This is an optimization exercise on Yosys and OpenROAD, whose aim is small area, a short achievable clock period and few clock cycles, not a production implementation.
Function was checked by simulation only, so behaviour that the tests miss may differ from the original.
Power and IR drop assume default switching activity.

==> flow/design.v <==
module cpu4 (
    input  wire       clk,
    input  wire       rst,         
    output wire [7:0] rom_addr,
    input  wire [7:0] rom_data,
    input  wire       img_we,
    input  wire [3:0] img_addr,
    input  wire [3:0] img_data,
    input  wire       in_valid,
    input  wire [3:0] in_data,
    input  wire [3:0] sw_toggle,
    output wire       out_valid,
    output wire [3:0] out_data,
    output wire [3:0] led,
    output wire [3:0] sw,
    output wire       waiting,
    output wire       halted
);
    reg  [7:0] pc;
    reg  [7:0] ir;            
    reg        iv;            
    reg  [3:0] opv;           
    reg        c_sta;         
    reg        c_stai;        
    reg        c_push;        
    reg        c_zmod;        
    reg        c_cmod;        
    reg        c_kill;        
    reg        c_stk;         
    reg        c_ldai;        
    reg        clr_p;         
    reg        jp;            
    reg  [3:0] acc;
    reg        zs;            
    reg        zsave;         
    reg        cf;
    reg  [3:0] spm;           
    reg        s_empty;       
    reg        s_full;        
    reg  [63:0] ram;          
    reg  [127:0] stack;       
    reg  [3:0] led_r;
    reg  [3:0] sw_r;
    reg        wt;            
    reg        ht;            
    reg        ov;            
    wire [3:0] op = ir[7:4];
    wire [3:0] n  = ir[3:0];
    wire       e_ext  = (op == 4'hF);
    wire       e_rst  = iv & e_ext & (n == 4'h1);
    wire       e_pop  = iv & e_ext & (n == 4'h5) & ~s_empty;
    wire       e_ret  = iv & e_ext & (n == 4'h6) & ~s_empty;    
    wire       e_push = iv & c_push & ~s_full;
    wire       ldai1  = iv & c_ldai;
    wire       kill   = iv & (c_kill | c_ldai);
    wire [7:0] stk_top = stack[8*spm +: 8];
    wire [4:0] sum     = {1'b0, acc} + {1'b0, opv};
    wire [4:0] diff    = {1'b0, acc} - {1'b0, opv};
    wire [7:0] pc_inc  = pc + 8'd1;
    wire [7:0] pc_inc2 = pc + 8'd2;
    wire       zf      = zs ? (acc == 4'd0) : zsave;
    reg  [3:0] acc_e;
    reg        zs_e, zsave_e, cf_e;
    always @(*) begin
        acc_e   = acc;
        zs_e    = zs;
        zsave_e = zsave;
        cf_e    = cf;
        case (op)
        4'h1: begin acc_e = opv; zs_e = 1'b1; end
        4'h2: begin acc_e = n; zs_e = 1'b1; end
        4'h4: begin acc_e = sum[3:0]; cf_e = sum[4]; zs_e = 1'b1; end
        4'h5: begin acc_e = diff[3:0]; cf_e = diff[4]; zs_e = 1'b1; end
        4'h6: begin acc_e = acc & opv; zs_e = 1'b1; end
        4'h7: begin acc_e = acc | opv; zs_e = 1'b1; end
        4'h8: begin acc_e = acc ^ opv; zs_e = 1'b1; end
        4'hF: begin
            case (n)
            4'h1: begin acc_e = 4'd0; zs_e = 1'b0; zsave_e = 1'b0; cf_e = 1'b0; end
            4'h3: begin acc_e = ~acc; zs_e = 1'b1; end
            4'h5: if (!s_empty) begin acc_e = stk_top[3:0]; zs_e = 1'b0; zsave_e = zf; end
            default: ;
            endcase
        end
        default: ;
        endcase
    end
    wire       ram_clr = rst | clr_p;
    wire [3:0] ram_wd  = ram_clr ? 4'd0 : img_we ? img_data : wt ? in_data : acc;
    wire [3:0] e_wa    = c_stai ? opv : n;                
    wire       e_we    = iv & (c_sta | c_stai);
    wire [3:0] ram_wa  = img_we ? img_addr : wt ? 4'd14 : e_wa;
    wire       ram_we  = img_we | (wt & in_valid) | e_we;
    integer i;
    always @(posedge clk) begin
        for (i = 0; i < 16; i = i + 1)
            if (ram_clr || (ram_we && ram_wa == i))
                ram[4*i +: 4] <= ram_wd;
    end
    wire [7:0] stk_wd = (op == 4'hE) ? pc_inc : {4'd0, acc};
    always @(posedge clk) begin
        for (i = 0; i < 16; i = i + 1)
            if (e_push && spm == ((i + 15) % 16))
                stack[8*i +: 8] <= stk_wd;
    end
    wire [3:0] f_op  = rom_data[7:4];
    wire [3:0] f_n   = rom_data[3:0];
    wire       f_ret = (rom_data == 8'hF6);
    wire       f_br  = ~jp & iv & (((f_op == 4'hC) & c_zmod) | ((f_op == 4'hD) & c_cmod) |
                                   (f_ret & c_stk));
    wire       f_go  = ~kill & ~ht & ~wt & ~img_we & ~clr_p & ~f_br;
    wire       f_fwd = e_we & (e_wa == f_n);
    wire [3:0] f_addr = ldai1 ? opv : f_n;
    wire [3:0] f_opv = f_fwd ? acc : ram[4*f_addr +: 4];
    wire       d_zmod = (f_op == 4'h1) | (f_op == 4'h2) | (f_op == 4'h4) | (f_op == 4'h5) |
                        (f_op == 4'h6) | (f_op == 4'h7) | (f_op == 4'h8) | (f_op == 4'h9) |
                        (rom_data == 8'hF3);
    wire       d_cmod = (f_op == 4'h4) | (f_op == 4'h5);
    wire       d_kill = (rom_data == 8'h1E) | (rom_data == 8'hF0) | (rom_data == 8'hF1);
    wire       d_stk  = (f_op == 4'hE) | (rom_data == 8'hF4) | (rom_data == 8'hF5) | f_ret;
    always @(posedge clk) begin
        opv    <= f_opv;
        if (ldai1) begin
            ir     <= 8'h10;
            c_sta  <= 1'b0;
            c_stai <= 1'b0;
            c_push <= 1'b0;
            c_zmod <= 1'b1;
            c_cmod <= 1'b0;
            c_kill <= 1'b0;
            c_stk  <= 1'b0;
            c_ldai <= 1'b0;
        end else begin
            ir     <= rom_data;
            c_sta  <= (f_op == 4'h3);
            c_stai <= (f_op == 4'hA);
            c_push <= (f_op == 4'hE) | (rom_data == 8'hF4);
            c_zmod <= d_zmod;
            c_cmod <= d_cmod;
            c_kill <= d_kill;
            c_stk  <= d_stk;
            c_ldai <= (f_op == 4'h9);
        end
    end
    always @(posedge clk) begin
        if (rst) begin
            pc      <= 8'd0;
            iv      <= 1'b0;
            jp      <= 1'b0;
            acc     <= 4'd0;
            zs      <= 1'b0;
            zsave   <= 1'b0;
            cf      <= 1'b0;
            spm     <= 4'd15;
            s_empty <= 1'b1;
            s_full  <= 1'b0;
            led_r   <= 4'd0;
            wt      <= 1'b0;
            ht      <= 1'b0;
            ov      <= 1'b0;
            clr_p   <= 1'b0;
        end else begin
            clr_p <= e_rst;
            ov <= iv & (ir == 8'hF2);
            if (iv) begin
                acc   <= acc_e;
                zs    <= zs_e;
                zsave <= zsave_e;
                cf    <= cf_e;
            end else if (wt && in_valid) begin
                acc <= in_data;
                zs  <= 1'b1;
                wt  <= 1'b0;
            end
            if (iv && ir == 8'h1E) wt <= 1'b1;
            if (iv && ir == 8'hF0) ht <= 1'b1;
            if (iv && c_sta && n == 4'd15) led_r <= acc;
            if (e_push) begin
                spm     <= spm + 4'd1;
                s_empty <= 1'b0;
                s_full  <= (spm == 4'd14);
            end
            if (e_pop || e_ret) begin
                spm     <= spm - 4'd1;
                s_full  <= 1'b0;
                s_empty <= (spm == 4'd0);
            end
            if (e_rst) begin
                spm     <= 4'd15;
                s_empty <= 1'b1;
                s_full  <= 1'b0;
                led_r   <= 4'd0;
            end
            if (e_rst) pc <= 8'd0;
            iv <= ldai1;
            if (f_go) begin
                if (jp) begin
                    pc <= rom_data;
                    jp <= 1'b0;
                end else begin
                    case (f_op)
                    4'hB: begin
                        pc <= pc_inc;
                        jp <= 1'b1;
                    end
                    4'hC: begin
                        if (zf) begin pc <= pc_inc; jp <= 1'b1; end
                        else pc <= pc_inc2;
                    end
                    4'hD: begin
                        if (cf) begin pc <= pc_inc; jp <= 1'b1; end
                        else pc <= pc_inc2;
                    end
                    default: begin
                        pc     <= (f_ret && !s_empty) ? stk_top : pc_inc;
                        jp     <= (f_op == 4'hE);
                        iv     <= 1'b1;
                    end
                    endcase
                end
            end
        end
    end
    always @(posedge clk) begin
        if (rst)
            sw_r <= 4'd0;
        else
            sw_r <= sw_r ^ sw_toggle;
    end
    assign rom_addr  = pc;
    assign out_valid = ov;
    assign out_data  = acc;
    assign led       = led_r;
    assign sw        = sw_r;
    assign waiting   = wt;
    assign halted    = ht;
endmodule
==> flow/flow/run.sh <==
#!/bin/bash
# The standard layout (standard.sh: the standard flow's synthesis and ORFS flow, unchanged),
# with the ports buffered by sky130_fd_sc_hd__buf_2 instead of the cell
# buffer_ports picks by default. Every port still gets its own buffer.
set -euo pipefail
export BUFFER_PORTS_ARGS="-buffer_cell sky130_fd_sc_hd__buf_2"
bash standard.sh finish > standard.log 2>&1
==> flow/standard.sh <==
#!/bin/bash
# synth_recipe.tcl (not shown) runs the flow's synth.tcl, then flattens the netlist and writes it again
# the make line also repeats each setting of config.mk as NAME=value (left out here)
make -C /OpenROAD-flow-scripts/flow DESIGN_CONFIG=/design/flow/config.mk WORK_HOME=/design/flow/orfs CLKGATE_MAP_FILE= SYNTH_SCRIPT=/design/flow/synth_recipe.tcl "${@:-finish}"
==> flow/config.mk <==
export PLATFORM = sky130hd
export DESIGN_NAME = cpu4
export DESIGN_NICKNAME = cpu4
export VERILOG_FILES = /design/flow/design.v
export SDC_FILE = /design/flow/constraint.sdc
export NUM_CORES = 4
export LEC_CHECK = 0
export CAP_MARGIN = 20
export CORE_MARGIN = 2
export CORE_UTILIZATION = 50
export CTS_BUF_LIST = sky130_fd_sc_hd__clkbuf_16
export CTS_CLUSTER_DIAMETER = 90
export CTS_CLUSTER_SIZE = 26
export SETUP_SLACK_MARGIN = 2.75
export SLEW_MARGIN = 20
export TNS_END_PERCENT = 30
==> flow/constraint.sdc <==
create_clock -name core_clock -period 5.0 [get_ports {clk}]
set_input_delay 1.0000 -clock core_clock [delete_from_list [all_inputs] [get_ports {clk}]]
set_output_delay 1.0000 -clock core_clock [all_outputs]
set_load 0.01 [all_outputs]
==> notes.md, run 1 <==
* no timing/DRC/antenna violations — result of the run
* 0.489 ns — Min Hold Slack
* 28700 microns — total wire length after detailed routing
* 19800 microns — detailed placer's ending HPWL
* 44000 microns — wire length of the first global-routing pass
* 0 — DRC
* 46.9% — part of the cycle the worst path needs
* 7554 — vias in the first global route
* 426 MHz — highest attainable clock frequency
* 0.914 — routability congestion estimate
* 57.7% — proportion of power drawn by flip-flops and latches
* sky130_fd_sc_hd__edfxtp_1 50%, sky130_fd_sc_hd__dfxtp_1 9.6%, sky130_fd_sc_hd__mux4_2 5.5% — most area-consuming cells after synthesis
* pc[7] — critical register-to-register path endpoint
* 1 — number of cells on the critical path
* waiting — worst setup path endpoint
* sky130_fd_sc_hd__dfxtp_1 — critical path's slowest cell
* 0 — overall overflow remaining after global route
* sky130_fd_sc_hd__edfxtp_1 — leading area contributor after synthesis
* 1 — H-tree levels
* 0 — max capacitance violation total
* 0 — Final Hold Fails
* 307 nW/um^2 — total power per unit cell area
* 11500 sq um — post-synth design cell area
* 47.5% — worst-case headroom to the max-slew limit
* buf_2 — worst-path cell chain
* 10.7% — combinational power share
* sky130_fd_sc_hd__edfxtp_1 — Top FF cell, synth
* 1.35 ns — Arr. time, crit path
* 50.8% — starting density of the core
* 939 — Mapped Nets
* 3.06 mW — internal portion of total power
* 11 — Critical Path Fanout Max
* 0% — async set-reset flop share out of synthesis
* 192 — number of flops mapped to enable cells by yosys
* 22600 sq um — placeable core region
* 0 — Slew Viols, Final
* sky130_fd_sc_hd__edfxtp_1 — most numerous cell in the Yosys netlist
* 0 — antenna cells
* sky130_fd_sc_hd__clkbuf_16 — CTS Root Buffer Type
* 0 — antenna violations before repair
* 1 — number of warnings printed during yosys synthesis
* output port — Critical Path Sink Type
* 12200 sq um — dpl cell area
* 0.10 ns — post-CTS clock slew at the launch and capture registers of the worst setup and hold paths
* 74 — distinct cell type count of the synthesized netlist
* 7584 — detailed-route via count
* 24200 sq um — overall die area
* 2 — hold depth
* 50 — input/output buffers
* 2.71 ns — slack of the worst reg-to-reg path
* 247 — CTS Sinks
* 5 — DRT Pass-1 Iters
* reg2out — startpoint-to-endpoint class of the critical path
* 12.9 sq um — Post-Synthesis Mean Instance Area
* 31.7% — share of total power in the clock network
* done — clock tree from TritonCTS
* 4.00 ns — critical path required time
* spm[2] — FF-to-FF Start
* 0.49 ns — insertion delay to the later sink of the worst-skew pair
* 25.2% — share of final-layout standard cells stronger than drive strength 1
* 1.00 mW — Net Switching
* 1 — worst path bufs/invs
* 0.350 mV — worst-case vdd ir drop
* flip-flops — cell family contributing the most delay on the critical path
* 155 microns — die height
* 0.64 ns — highest cell delay on the worst timing path
* 995 — post-layout net count
* 6 — depth of the worst register-to-register path
* 23.2 microns — average routed wire per standard cell
* 59.9% — proportion of synthesized chip area in sequential cells
* 14 — number of buffers inserted during clock tree synthesis
* reg2reg — class of the tightest hold or removal check
* 28 — largest net degree at the start of global routing
* 0.0267 ns — maximum clock skew at final layout
* 0.781 ns — transition time at the pin with the least slew margin
* yes — RSZ-0062 raised after global routing
* 0 — setup violation total in the final timing report
* 0 — Final ANT Viol Nets
* 1821 — fillcell total
* 0 ns — Setup TNS
* 51 — count of boundary I/O pins
* flip-flop — Worst setup SP type
* 50.3% — top cell type's share of synthesized area
* 23.7% — overall fraction of global-route tracks in use
* 247 — FF+latch count, synth
* 13300 sq um — finished layout cell area
* 3 — number of buffers on the longest clock path
* 155 microns — overall die width
* 24.7% — switching part of the total
* 2.35 ns — Period minus WS final
* 6.12 — vias per inst
* 192 x sky130_fd_sc_hd__edfxtp_1, 77 x sky130_fd_sc_hd__nor2_1, 56 x sky130_fd_sc_hd__nand2_1 — most used standard cells in the synthesized netlist
* 15.6% — area added between synthesis and finish
* 4.78 nW — Leakage Power
* wt — startpoint of the most critical setup path
* 55 — number of placement rows
* 890 — synthesized instance count
* 634 — iteration-0 DRC count of the detailed router
==> layout by cell type (no fill, tap or decap), types with 8 or more instances in the layout <==
cell	synthesis	routed
sky130_fd_sc_hd__a21oi_1	28	26
sky130_fd_sc_hd__a22oi_1	26	20
sky130_fd_sc_hd__a31oi_1	13	13
sky130_fd_sc_hd__and2_1	9	8
sky130_fd_sc_hd__buf_2	13	50
sky130_fd_sc_hd__buf_4	1	33
sky130_fd_sc_hd__clkbuf_16	0	15
sky130_fd_sc_hd__dfxtp_1	55	38
sky130_fd_sc_hd__dfxtp_2	0	9
sky130_fd_sc_hd__dfxtp_4	0	8
sky130_fd_sc_hd__edfxtp_1	192	192
sky130_fd_sc_hd__ha_1	19	18
sky130_fd_sc_hd__inv_1	31	34
sky130_fd_sc_hd__mux2i_1	54	54
sky130_fd_sc_hd__mux4_2	28	31
sky130_fd_sc_hd__nand2_1	56	52
sky130_fd_sc_hd__nand2b_1	12	12
sky130_fd_sc_hd__nand3_1	20	17
sky130_fd_sc_hd__nor2_1	77	55
sky130_fd_sc_hd__nor2_4	0	15
sky130_fd_sc_hd__nor3_1	14	10
sky130_fd_sc_hd__o21ai_0	33	19
sky130_fd_sc_hd__o21ai_1	7	14
sky130_fd_sc_hd__xnor2_1	15	15
==> timing repair <==
action	CTS	global route
endpoints found under the setup margin	310	342
hold buffers	0	0
setup buffers	21	12
resized for setup	64	31
pin swaps	6	4
endpoints found under the hold margin	0	0
==> power groups by stage <==
stage / clock network, mW / registers [mW] / logic [mW]
after floorplan: 0 / 2.35 / 0.292
after global placement: 0 / 2.40 / 0.369
after detailed placement: 0 / 2.39 / 0.381
after CTS: 1.31 / 2.35 / 0.398
after global routing: 1.39 / 2.35 / 0.472
final: 1.29 / 2.34 / 0.433
==> worst min path at each step <==
stage	from	to	slack [ns]
floorplan	zsave	zsave	0.45
global placement	ht	ht	0.46
detailed placement	ht	ht	0.47
CTS	zsave	zsave	0.49
global route	zsave	zsave	0.53
finish	zsave	zsave	0.49
==> area by class of cell <==
type,count,area (sq um),area share (%)
multi-input cells,560,4750,35.8
inverters,31,120,0.906
clock inverters,9,85.1,0.642
well taps,285,357,2.69
flip-flops and latches,247,6910,52.1
repair buffers,92,663,5.00
clock buffers,15,375,2.83
==> routing by layer <==
layer / track usage (%) / part of all wire, %
met1: 32.0 / 43
met2: 39.6 / 49
met3: 3.29 / 4.8
met4: 8.61 / 3.4
met5: 0 / 0
==> registers in the layout, indices dropped and copies added, names as in the netlist, 4 cells and up <==
name,cells
sw_r,4
ir,8
opv,4
ram,64
spm,4
stack,128
led_r,4
acc,4
pc,8
==> logic make-up (layout without fill, tap and decap cells) <==
family	after synthesis	count (layout)	share of synthesized area, %
compound gates	186	186	11.2
xor+xnor	23	23	1.76
fa+ha+maj	21	21	2.42
buf+inv	83	147	2.96
flops	247	247	59.9
mux	89	89	11.3
simple gates	241	241	10.5
==> metrics by stage <==
stage                     std cells  utilization (%)  setup slack [ns]  power (mW)
after floorplan                 890                -              2.57        2.64
after global placement         1180             53.7              1.92        2.77
after detailed placement       1181             53.9              1.98        2.78
after CTS                      1226             57.6              2.54        4.06
after global routing           1239             58.7              2.58        4.21
final                          1239             58.7              2.65        4.07
Testbench counts, summed over its fixed seeds: cycles 119,591.
==> run 2, diff against run 1 <==
--- a/flow/config.mk
+++ b/flow/config.mk
@@ -15,2 +15 @@
 export SLEW_MARGIN = 20
-export TNS_END_PERCENT = 30
==> run 2 against run 1 <==
Sequential cell count is the same. Largest power group unchanged. Count of clock-buffer cells in the layout shrank 2. Critical path type is now reg2reg. Sequential share of layout area shrank 0.17 points. Still clean on timing, DRC and antenna.
==> notes.md, run 2 <==
* no timing/DRC/antenna violations — result of the run
* 16.2% — area added between synthesis and finish
* 45000 microns — wire length of the first global-routing pass
* 247 — FF+latch count, synth
* 155 microns — overall die width
* 12.9 sq um — Post-Synthesis Mean Instance Area
* 7646 — vias in the first global route
* 74 — distinct cell type count of the synthesized netlist
* 2 — hold depth
* 155 microns — die height
* 0% — async set-reset flop share out of synthesis
* 5.40 ns — critical path required time
* 247 — CTS Sinks
* 0 — Slew Viols, Final
* 33 — largest net degree at the start of global routing
* stack (128), ram (64) — largest registers
* 939 — Mapped Nets
* 0 — antenna cells
* 0.50 ns — insertion delay to the later sink of the worst-skew pair
* 1.10 ns — transition time at the pin with the least slew margin
* 0 — DRC
* 890 — synthesized instance count
* sky130_fd_sc_hd__edfxtp_1 — Top FF cell, synth
* 0 — max capacitance violation total
* 0 — overall overflow remaining after global route
* 23.7 microns — average routed wire per standard cell
* 28.8% — share of total power in the clock network
* 26.3% — worst-case headroom to the max-slew limit
* 2.25 ns — Period minus WS final
* 55 — number of placement rows
* 50 — input/output buffers
* 192 x sky130_fd_sc_hd__edfxtp_1, 55 x sky130_fd_sc_hd__nor2_1, 54 x sky130_fd_sc_hd__mux2i_1 — commonest non-fill, non-tap cells in the layout
* 24200 sq um — overall die area
* 11.3% — combinational power share
* 59.1% — final core utilization
* 692 — iteration-0 DRC count of the detailed router
* 50.3% — top cell type's share of synthesized area
* 24.5% — overall fraction of global-route tracks in use
* 51 — count of boundary I/O pins
* sky130_fd_sc_hd__edfxtp_1 — most common library cell in the layout ignoring fill and taps
* 2.65 ns — Arr. time, crit path
* 7691 — detailed-route via count
* 128 — flip-flop count of the largest register, all copies and words added
* zsave — Worst Min Path Start
* 0.11 ns — post-CTS clock slew at the launch and capture registers of the worst setup and hold paths
* 970 uW — Net Switching
* flip-flop — Worst setup SP type
* 20100 microns — detailed placer's ending HPWL
* sky130_fd_sc_hd__edfxtp_1 — leading area contributor after synthesis
* done — clock tree from TritonCTS
* 4.84 nW — Leakage Power
* 445 MHz — highest attainable clock frequency
* 27.1% — share of final-layout standard cells stronger than drive strength 1
* 3.90 mW — post-route total power
* 1 — number of warnings printed during yosys synthesis
* pc[3] — critical register-to-register path endpoint
* 59.9% — proportion of power drawn by flip-flops and latches
* 6.18 — vias per inst
* spm[1] — FF-to-FF Start
* 192 — number of flops mapped to enable cells by yosys
* 29500 microns — total wire length after detailed routing
* 293 nW/um^2 — total power per unit cell area
* 5 — DRT Pass-1 Iters
* 1 — H-tree levels
* 2.75 ns — slack of the worst reg-to-reg path
* sky130_fd_sc_hd__edfxtp_1 — most numerous cell in the Yosys netlist
* 0 ns — Setup TNS
* stack — Largest Register
* 3 — number of buffers on the longest clock path
* sky130_fd_sc_hd__clkbuf_16 — CTS Root Buffer Type
* 22600 sq um — placeable core region
* 11500 sq um — post-synth design cell area
* reg2reg — class of the tightest hold or removal check
* sky130_fd_sc_hd__edfxtp_1 50%, sky130_fd_sc_hd__dfxtp_1 9.6%, sky130_fd_sc_hd__mux4_2 5.5% — most area-consuming cells after synthesis
* 6 — depth of the worst register-to-register path
* 0.0243 ns — maximum clock skew at final layout
* 0 — Final ANT Viol Nets
* 45.0% — part of the cycle the worst path needs
* 0 — antenna violations before repair
* 192 x sky130_fd_sc_hd__edfxtp_1, 77 x sky130_fd_sc_hd__nor2_1, 56 x sky130_fd_sc_hd__nand2_1 — most used standard cells in the synthesized netlist
* 0.260 mV — worst-case vdd ir drop
* 59.9% — proportion of synthesized chip area in sequential cells
* 0 — Final Hold Fails
* reg2reg — startpoint-to-endpoint class of the critical path
* 2.93 mW — internal portion of total power
* 5 — Critical Path Fanout Max
* zsave — Hold Path End
* 13 — number of buffers inserted during clock tree synthesis
* flip-flop — Critical Path Sink Type
* yes — RSZ-0062 raised after global routing
* 1001 — post-layout net count
* 0.890 — routability congestion estimate
* 0 — setup violation total in the final timing report
* 50.8% — starting density of the core
* 24.9% — switching part of the total
run 2: cell types whose count changed in the layout (fill, tap and decap cells not counted), moves of 3 or more:
cell and delta:
sky130_fd_sc_hd__nor2_4 +4, sky130_fd_sc_hd__nor3_2 +3, sky130_fd_sc_hd__o21ai_2 +7, sky130_fd_sc_hd__buf_4 +6
sky130_fd_sc_hd__dfxtp_1 -5, sky130_fd_sc_hd__dfxtp_4 +3, sky130_fd_sc_hd__o21ai_1 -5, sky130_fd_sc_hd__nor2_2 -4
sky130_fd_sc_hd__inv_1 +3
run 2: kinds of logic (layout without fill, tap and decap cells):
group                    count (synthesis)  in the layout  share of synthesized area, %
AND/OR/NAND/NOR                        241            241                          10.5
adder cells (fa/ha/maj)                 21             21                          2.42
flip-flops                             247            247                          59.9
AO/OA/AOI/OAI                          186            186                          11.2
XOR/XNOR                                23             23                          1.76
buffers and inverters                   83            152                          2.96
multiplexers                            89             89                          11.3
run 2: worst max path at each step:
stage,to,cells past startpoint,start,slack (ns)
floorplan,ram[16],5,img_we,2.57
global placement,pc[7],5,img_we,2.09
detailed placement,pc[7],5,img_we,1.99
CTS,stack[15],5,pc[1],2.59
global route,pc[3],6,spm[1],2.66
finish,pc[3],6,spm[1],2.75
run 2: worst max-delay path, stage by stage, from the launching register on:
cell and delay (ns):
sky130_fd_sc_hd__dfxtp_4 0.42, sky130_fd_sc_hd__buf_6 0.13, sky130_fd_sc_hd__mux4_2 0.51, sky130_fd_sc_hd__mux4_2 0.51
sky130_fd_sc_hd__a221oi_2 0.24, sky130_fd_sc_hd__o21ai_1 0.09, sky130_fd_sc_hd__a32o_1 0.25
run 2: power by group through the flow:
stage	clock, mW	combinational (mW)	sequential, mW
floorplan	0	0.301	2.35
CTS	1.15	0.404	2.34
global placement	0	0.381	2.39
global route	1.23	0.482	2.34
finish	1.12	0.442	2.34
detailed placement	0	0.386	2.39
run 2: layout make-up:
type	instances	area, sq um
Clock buffer	13	325
Multi-Input combinational cell	560	4850
Sequential cell	247	6920
Fill cell	1822	9240
Inverter	31	120
Tap cell	285	357
Clock inverter	9	51.3
Timing Repair Buffer	99	708
run 2: per-stage QoR:
| step | setup slack (ns) | cell area (sq um) | hold slack (ns) | instances |
|---|---|---|---|---|
| final | 2.75 | 13300 | 0.497 | 1244 |
| after global routing | 2.66 | 13300 | 0.527 | 1244 |
| after CTS | 2.59 | 13000 | 0.496 | 1221 |
| after detailed placement | 1.99 | 12200 | 0.483 | 1180 |
| after global placement | 2.09 | 12200 | 0.469 | 1179 |
| after floorplan | 2.57 | 11800 | 0.449 | 890 |
run 2: what timing repair did:
item                                    4_1_cts  5_1_grt
setup buffers                                19       23
pin swaps                                     2        9
hold buffers                                  0        0
endpoints found under the setup margin      295      282
cloned                                        0        0
resized for setup                            71       42
run 2: routing by layer:
layer	vias to the layer above	global-route usage, %	part of all wire, %
met1	3879	33.3	43
li1	3530	-	-
met3	42	3.23	5.0
met2	240	42.1	49
met4	0	5.94	2.4
met5	-	0	0
==> run 3, diff against run 2 <==
--- a/flow/config.mk
+++ b/flow/config.mk
@@ -12,4 +12,4 @@
 export CTS_CLUSTER_DIAMETER = 90
-export CTS_CLUSTER_SIZE = 26
-export SETUP_SLACK_MARGIN = 2.75
+export CTS_CLUSTER_SIZE = 24
+export SETUP_SLACK_MARGIN = 2.8
 export SLEW_MARGIN = 20
==> run 3 against run 2 <==
Sequential cell count stayed put. Sequential power hardly changed. Area after synthesis stayed put. Sequential share of layout area is 0.99 points lower. Synthesized cell count stayed put. Critical path type unchanged. Final cell count is 0.32% higher. Fmax is 0.12% higher. Total power is 4.8% higher. Non-clock buffer count is 1 higher. Die area stayed put. Worst hold slack better by 0.011 ns.
==> notes.md, run 3 <==
* no timing/DRC/antenna violations — result of the run
* 51 — count of boundary I/O pins
* 247 — FF+latch count, synth
* 2.75 ns — slack of the worst reg-to-reg path
* 10.5% — area share of and/or/nand/nor cells after synthesis
* 128 — flip-flop count of the largest register, all copies and words added
* 4 — Critical Path Fanout Max
* 11.3% — multiplexer share of the synthesized area
* 2.63 ns — Arr. time, crit path
* 0.10 ns — post-CTS clock slew at the launch and capture registers of the worst setup and hold paths
* 0 — setup violation total in the final timing report
* 0 — Slew Viols, Final
* 74 — distinct cell type count of the synthesized netlist
* 27 — largest net degree at the start of global routing
* 1004 — post-layout net count
* 23.7 microns — average routed wire per standard cell
* sky130_fd_sc_hd__edfxtp_1 — most numerous cell in the Yosys netlist
* 192 x sky130_fd_sc_hd__edfxtp_1, 77 x sky130_fd_sc_hd__nor2_1, 56 x sky130_fd_sc_hd__nand2_1 — most used standard cells in the synthesized netlist
* 12.9 sq um — Post-Synthesis Mean Instance Area
* sky130_fd_sc_hd__edfxtp_1 — most common library cell in the layout ignoring fill and taps
* 890 — synthesized instance count
* 0 — antenna violations before repair
* 0 — overall overflow remaining after global route
* 247 — CTS Sinks
* 1270 microns — routed wl met3
* 0.48 ns — insertion delay to the later sink of the worst-skew pair
* 1.76% — post-synthesis share of cell area spent on xor and xnor gates
* 2.42% — post-synthesis share of cell area spent on full adders, half adders and majority gates
* 5 — DRT Pass-1 Iters
* 0 — antenna cells
* stack (128), ram (64) — largest registers
* 50 — input/output buffers
* 59.9% — proportion of synthesized chip area in sequential cells
* 6920 sq um — sequential standard cell area
* 633 — iteration-0 DRC count of the detailed router
* 12400 microns — wl on met1
* 7880 — vias in the first global route
* 0 — Final Hold Fails
* flip-flop — Worst setup SP type
* 0 — Final ANT Viol Nets
* 301 nW/um^2 — total power per unit cell area
* 45600 microns — wire length of the first global-routing pass
* 12200 sq um — dpl cell area
* 20000 microns — detailed placer's ending HPWL
* 155 microns — die height
* stack — Largest Register
* 939 — Mapped Nets
* 0 — max capacitance violation total
* reg2reg — startpoint-to-endpoint class of the critical path
* 18.5% — area added between synthesis and finish
* 44.9% — part of the cycle the worst path needs
* yes — RSZ-0062 raised after global routing
* 24.6% — overall fraction of global-route tracks in use
* 4.89 nW — Leakage Power
* 42.3% — worst-case headroom to the max-slew limit
* 1758 — fillcell total
* 1 — H-tree levels
* 29.2% — share of final-layout standard cells stronger than drive strength 1
* 11.2% — Synth Area in Compound Gates
* done — clock tree from TritonCTS
* sky130_fd_sc_hd__edfxtp_1 — leading area contributor after synthesis
* sky130_fd_sc_hd__edfxtp_1 50%, sky130_fd_sc_hd__dfxtp_1 9.6%, sky130_fd_sc_hd__mux4_2 5.5% — most area-consuming cells after synthesis
* sky130_fd_sc_hd__clkbuf_16 — CTS Root Buffer Type
* 445 MHz — highest attainable clock frequency
* 55 — number of placement rows
* 14 — number of buffers inserted during clock tree synthesis
* 29600 microns — total wire length after detailed routing
* 0 — DRC
* sky130_fd_sc_hd__edfxtp_1 — Top FF cell, synth
* 11500 sq um — post-synth design cell area
* 0.876 — routability congestion estimate
* 5.39 ns — critical path required time
* 2.25 ns — Period minus WS final
* 0.864 ns — transition time at the pin with the least slew margin
* 0.255 mV — worst-case vdd ir drop
* met4 — Top Layer Used
* 0% — async set-reset flop share out of synthesis
* flip-flop — Critical Path Sink Type
* reg2reg — class of the tightest hold or removal check
* 0.0103 ns — maximum clock skew at final layout
* 1 — number of warnings printed during yosys synthesis
* 6.16 — vias per inst
* 155 microns — overall die width
* 192 — number of flops mapped to enable cells by yosys
* 0 — count of hold buffers inserted by post-cts repair
* 50.3% — top cell type's share of synthesized area
* 3 — number of buffers on the longest clock path
* 4950 sq um — area of the multi-input gates
* multiplexers — dominant combinational cell family by area after synthesis
* 7682 — detailed-route via count
* 50.8% — starting density of the core
* 0 ns — Setup TNS
* 192 x sky130_fd_sc_hd__edfxtp_1, 54 x sky130_fd_sc_hd__nor2_1, 53 x sky130_fd_sc_hd__mux2i_1 — commonest non-fill, non-tap cells in the layout
* 22600 sq um — placeable core region
* 14900 microns — metal2 WL
* 13600 sq um — finished layout cell area
* 24200 sq um — overall die area
## run 3: cell types whose count changed in the layout (fill, tap and decap cells not counted), moves of 3 or more
| cell | delta |
|---|---|
| sky130_fd_sc_hd__buf_12 | +7 |
| sky130_fd_sc_hd__nand2_1 | -5 |
| sky130_fd_sc_hd__nand2_2 | +5 |
| sky130_fd_sc_hd__nor2_2 | +4 |
| sky130_fd_sc_hd__a22oi_1 | -3 |
| sky130_fd_sc_hd__a22oi_2 | +3 |
| sky130_fd_sc_hd__clkbuf_16 | +3 |
| sky130_fd_sc_hd__inv_1 | -3 |
| sky130_fd_sc_hd__nor2_4 | -3 |
| sky130_fd_sc_hd__o21ai_4 | +3 |
## run 3: stage by stage
stage | hold slack, ns | utilization [%] | setup WS (ns) | instances | power (mW)
floorplan | 0.449 | - | 2.57 | 890 | 2.66
global placement | 0.466 | 54.1 | 1.82 | 1177 | 2.77
detailed placement | 0.484 | 54.2 | 1.71 | 1177 | 2.78
CTS | 0.509 | 58.8 | 2.76 | 1230 | 4.09
global route | 0.545 | 60.2 | 2.69 | 1248 | 4.23
finish | 0.508 | 60.2 | 2.75 | 1248 | 4.09
## run 3: cell type report
type                    count  area share (%)
repair buffers            100            5.71
clock buffers              16            2.95
flip-flops and latches    247            50.9
multi-input cells         561            36.4
well taps                 285            2.62
clock inverters             8           0.451
inverters                  31           0.884
## run 3: final timing paths
path	from	endpoint	depth (start not counted)
worst max-delay path	spm[1]	pc[3]	6
worst min-delay path	zsave	zsave	2
worst max register to register	spm[1]	pc[3]	6
worst min register to register	zsave	zsave	2
## run 3: power by group
group | switching (mW) | total [mW] | leakage [nW] | internal, mW
Clock | 0.659 | 1.29 | 0.238 | 0.633
Combinational | 0.277 | 0.461 | 2.34 | 0.184
Sequential | 0.0657 | 2.34 | 2.31 | 2.27
Total | 1.00 | 4.09 | 4.89 | 3.09
## run 3: per-layer routing
layer | GRT usage (%) | vias up
li1 | - | 3527
met2 | 43.1 | 236
met5 | 0 | -
met3 | 3.43 | 60
met1 | 31.6 | 3859
met4 | 8.56 | 0
## run 3: kinds of logic after synthesis
group / Yosys count
flip-flops: 247
multiplexers: 89
buffers and inverters: 83
AND/OR/NAND/NOR: 241
AO/OA/AOI/OAI: 186
adder cells (fa/ha/maj): 21
XOR/XNOR: 23
## run 3: worst max-delay path, cell delays in order, from the launching register on
cell and delay (ns):
sky130_fd_sc_hd__dfxtp_4 0.40, sky130_fd_sc_hd__buf_12 0.11, sky130_fd_sc_hd__mux4_2 0.53, sky130_fd_sc_hd__mux4_2 0.54, sky130_fd_sc_hd__a221oi_2 0.23, sky130_fd_sc_hd__o21ai_1 0.09, sky130_fd_sc_hd__a32o_1 0.25
## run 3: timing repair
item	4_1_cts	5_1_grt
pin swaps	6	11
setup buffers	28	17
setup endpoints to repair	363	190
resized for setup	92	34
cloned	1	0
==> run 4, diff against run 3 <==
==> flow/flow/run.sh (replaced) <==
#!/bin/bash
# The standard layout (standard.sh: the standard flow's synthesis and ORFS flow, unchanged),
# with the ports buffered by sky130_fd_sc_hd__buf_1 instead of the cell
# buffer_ports picks by default. Every port still gets its own buffer.
set -euo pipefail
export BUFFER_PORTS_ARGS="-buffer_cell sky130_fd_sc_hd__buf_1"
bash standard.sh finish > standard.log 2>&1
--- a/flow/config.mk
+++ b/flow/config.mk
@@ -9,7 +9,7 @@
 export CORE_MARGIN = 2
-export CORE_UTILIZATION = 50
+export CORE_UTILIZATION = 40
 export CTS_BUF_LIST = sky130_fd_sc_hd__clkbuf_16
 export CTS_CLUSTER_DIAMETER = 90
-export CTS_CLUSTER_SIZE = 24
-export SETUP_SLACK_MARGIN = 2.8
+export CTS_CLUSTER_SIZE = 26
+export SETUP_SLACK_MARGIN = 2.75
 export SLEW_MARGIN = 20
==> run 4 against run 3 <==
Still clean. Combinational power shrank 6.5%. Sequential cell count is the same. Global-route usage shrank 5.2 points. Area after synthesis is the same. Utilization shrank 12 points. First-iteration DRC count grew 16%. Final cell count grew 6.7%. Highest routed layer unchanged.
==> notes.md, run 4 <==
* no timing/DRC/antenna violations — result of the run
* 939 — Mapped Nets
* done — clock tree from TritonCTS
* 247 — FF+latch count, synth
* 50 — input/output buffers
* yes — RSZ-0062 raised after global routing
* 1 — H-tree levels
* stack (128), ram (64) — largest registers
* 45.3% — worst-case headroom to the max-slew limit
* 0.814 ns — transition time at the pin with the least slew margin
* 23.8% — share of final-layout standard cells stronger than drive strength 1
* 0 — overall overflow remaining after global route
* 0.55 ns — highest cell delay on the worst timing path
* 50.3% — top cell type's share of synthesized area
* 0.09 ns — post-CTS clock slew at the launch and capture registers of the worst setup and hold paths
* 59.9% — proportion of synthesized chip area in sequential cells
* 0 — Slew Viols, Final
* 2.28 ns — Period minus WS final
* 2.69 ns — Arr. time, crit path
* 9 — Critical Path Fanout Max
* 45500 microns — wire length of the first global-routing pass
* 1 — number of warnings printed during yosys synthesis
* 45.6% — part of the cycle the worst path needs
* 0 ns — Setup TNS
* 27 — largest net degree at the start of global routing
* 192 x sky130_fd_sc_hd__edfxtp_1, 54 x sky130_fd_sc_hd__nor2_1, 53 x sky130_fd_sc_hd__mux2i_1 — commonest non-fill, non-tap cells in the layout
* 0.872 — routability congestion estimate
* 28000 sq um — placeable core region
* 29300 microns — total wire length after detailed routing
* 2 — hold depth
* 0 — antenna cells
* stack — Largest Register
* 74 — distinct cell type count of the synthesized netlist
* compound AO/OA/AOI/OAI gates — cell family contributing the most delay on the critical path
* 6 — DRT Pass-1 Iters
* 2.72 ns — slack of the worst reg-to-reg path
* spm[0] — startpoint of the most critical setup path
* zsave — Worst Min Path Start
* 17.5% — area added between synthesis and finish
* flip-flop — Worst setup SP type
* 1331 — final non-filler cell total
* 0% — async set-reset flop share out of synthesis
* 40.9% — starting density of the core
* 3 — number of buffers on the longest clock path
* 30000 sq um — overall die area
* 1 — worst path bufs/invs
* 734 — iteration-0 DRC count of the detailed router
* 19900 microns — detailed placer's ending HPWL
* 173 microns — die height
* pc[2] — critical register-to-register path endpoint
* zsave — Hold Path End
* sky130_fd_sc_hd__clkbuf_16 — CTS Root Buffer Type
* 11500 sq um — post-synth design cell area
* sky130_fd_sc_hd__edfxtp_1 — leading area contributor after synthesis
* 7 — depth of the worst register-to-register path
* buf_12, mux4_2, a22oi_2, nand2_2, a221oi_2, o21ai_1, a32o_1 — worst-path cell chain
* 0 — max capacitance violation total
* 51 — count of boundary I/O pins
* 0.0394 ns — maximum clock skew at final layout
* 0 — count of hold buffers inserted by post-cts repair
* sky130_fd_sc_hd__mux4_2 — critical path's slowest cell
* sky130_fd_sc_hd__edfxtp_1 — Top FF cell, synth
* reg2reg — class of the tightest hold or removal check
* 5.69 — vias per inst
* 22.0 microns — average routed wire per standard cell
* 890 — synthesized instance count
* 439 MHz — highest attainable clock frequency
* 15 — number of buffers inserted during clock tree synthesis
* 5.41 ns — critical path required time
* sky130_fd_sc_hd__edfxtp_1 50%, sky130_fd_sc_hd__dfxtp_1 9.6%, sky130_fd_sc_hd__mux4_2 5.5% — most area-consuming cells after synthesis
* 0.51 ns — insertion delay to the later sink of the worst-skew pair
* 61 — number of placement rows
* 0 — antenna violations before repair
* flip-flop — Critical Path Sink Type
* 0.214 mV — worst-case vdd ir drop
* spm[0] — FF-to-FF Start
* 19.4% — overall fraction of global-route tracks in use
* 192 — number of flops mapped to enable cells by yosys
* 128 — flip-flop count of the largest register, all copies and words added
* 997 — post-layout net count
* reg2reg — startpoint-to-endpoint class of the critical path
* sky130_fd_sc_hd__edfxtp_1 — most common library cell in the layout ignoring fill and taps
* 302 nW/um^2 — total power per unit cell area
* 0 — DRC
* 7567 — detailed-route via count
* 0 — Final Hold Fails
* sky130_fd_sc_hd__edfxtp_1 — most numerous cell in the Yosys netlist
* 12.9 sq um — Post-Synthesis Mean Instance Area
* 1274 — placed cell count
* 2532 — fillcell total
* 173 microns — overall die width
* 7532 — vias in the first global route
* 247 — CTS Sinks
* 0 — Final ANT Viol Nets
* 192 x sky130_fd_sc_hd__edfxtp_1, 77 x sky130_fd_sc_hd__nor2_1, 56 x sky130_fd_sc_hd__nand2_1 — most used standard cells in the synthesized netlist
* 0 — setup violation total in the final timing report
* 4.67 nW — Leakage Power
-- run 4: cell types whose count changed in the layout (fill, tap and decap cells not counted), sizes merged --
cell           previous run  this run
clkdlybuf4s15             0         1
clkinv                    0         1
a21oi                    30        29
bufinv                    1         0
buf                      99        89
clkbuf                   17        18
clkinvlp                  3         2
-- run 4: worst reg2reg max path, cell delays in order (launching register included) --
cell                       delay (ns)
sky130_fd_sc_hd__dfxtp_4         0.45
sky130_fd_sc_hd__buf_12          0.17
sky130_fd_sc_hd__mux4_2          0.56
sky130_fd_sc_hd__a22oi_2         0.22
sky130_fd_sc_hd__nand2_2         0.13
sky130_fd_sc_hd__a221oi_2        0.28
sky130_fd_sc_hd__o21ai_1         0.12
sky130_fd_sc_hd__a32o_1          0.25
-- run 4: cells by family (layout without fill, tap and decap cells) --
| logic type | after synthesis | after routing | synth area share (%) |
|---|---|---|---|
| XOR/XNOR | 23 | 23 | 1.76 |
| AND/OR/NAND/NOR | 241 | 241 | 10.5 |
| AO/OA/AOI/OAI | 186 | 186 | 11.2 |
| buffers and inverters | 83 | 146 | 2.96 |
| flip-flops | 247 | 247 | 59.9 |
| multiplexers | 89 | 89 | 11.3 |
| adder cells (fa/ha/maj) | 21 | 21 | 2.42 |
-- run 4: how the worst max path moves through the flow --
stage                end  slack, ns  cells past startpoint
2_1_floorplan    ram[16]       2.57                      5
3_3_place_gp       pc[6]       1.76                      7
3_5_place_dp       pc[6]       1.74                      7
4_1_cts            pc[3]       2.71                      6
5_1_grt        stack[85]       2.63                      4
6_report           pc[2]       2.72                      7
-- run 4: routing by layer --
| layer | share of wire (%) | global-route usage (%) |
|---|---|---|
| met1 | 45 | 27.2 |
| met2 | 48 | 32.3 |
| met3 | 4.2 | 2.32 |
| met4 | 2.0 | 4.63 |
| met5 | 0 | 0 |
-- run 4: what timing repair did --
item,CTS,global route
buffers inserted,22,12
endpoints found under the hold margin,0,0
gates cloned,0,1
pin swaps,7,12
resized for setup,96,39
endpoints found under the setup margin,356,171
-- run 4: layout make-up --
class	count	area, sq um	share of cell area, %
Tap cell	378	473	3.51
Clock buffer	15	375	2.78
Timing Repair Buffer	93	651	4.83
Clock inverter	7	80.1	0.594
Sequential cell	247	6920	51.3
Inverter	31	120	0.891
Multi-Input combinational cell	560	4860	36.1
-- run 4: where the power goes --
group          internal [mW]  switching (mW)
registers               2.27          0.0719
clock network          0.580           0.709
logic                  0.168           0.262
-- run 4: through the flow --
step	hold slack, ns	instance area [sq um]	setup slack [ns]	utilization, %	power (mW)
CTS	0.496	13200	2.71	47.2	4.08
floorplan	0.449	11800	2.57	-	2.65
finish	0.497	13500	2.72	48.1	4.06
detailed placement	0.480	12300	1.74	43.8	2.77
global route	0.509	13500	2.63	48.1	4.22
global placement	0.478	12300	1.76	43.7	2.77

## what the ideal ports hide
How much do the figures lean on ideal ports? The routed layouts below were timed once more, with nothing changed but the port constraints.
Step 1: set_driving_cell puts a clkbuf_16 on clk and a buf_2 on each other input, an assumption about the parent block.
Step 2 adds t to the input delays and takes it off the output delays; t is the mean of the earliest and latest rising clock arrival at the registers after step 1. Input paths then give back, and output paths get back, about the clock's delay inside the block.
a / b / c = no drivers / after step 1 / after step 2; a / b = the first two.
run | t (ns) | setup slack, ns | clock arrival spread, ns | slew at the worst register clock pin (ns) | worst slew at a driven data input, ns
run 1 | 0.522 | 2.653 / 2.607 / 2.183 | 0.027 / 0.027 | 0.10 / 0.10 | 0.06
run 2 | 0.530 | 2.751 / 2.740 / 2.283 | 0.025 / 0.026 | 0.11 / 0.11 | 0.07
run 3 | 0.530 | 2.754 / 2.754 / 2.322 | 0.015 / 0.015 | 0.10 / 0.10 | 0.07
run 4 | 0.532 | 2.722 / 2.722 / 2.300 | 0.041 / 0.041 | 0.10 / 0.10 | 0.06
After both steps setup and hold are still met in every run listed. The setup slack of run 1, which loses most, moves by -0.046 ns with the drivers and by -0.470 ns with both steps.
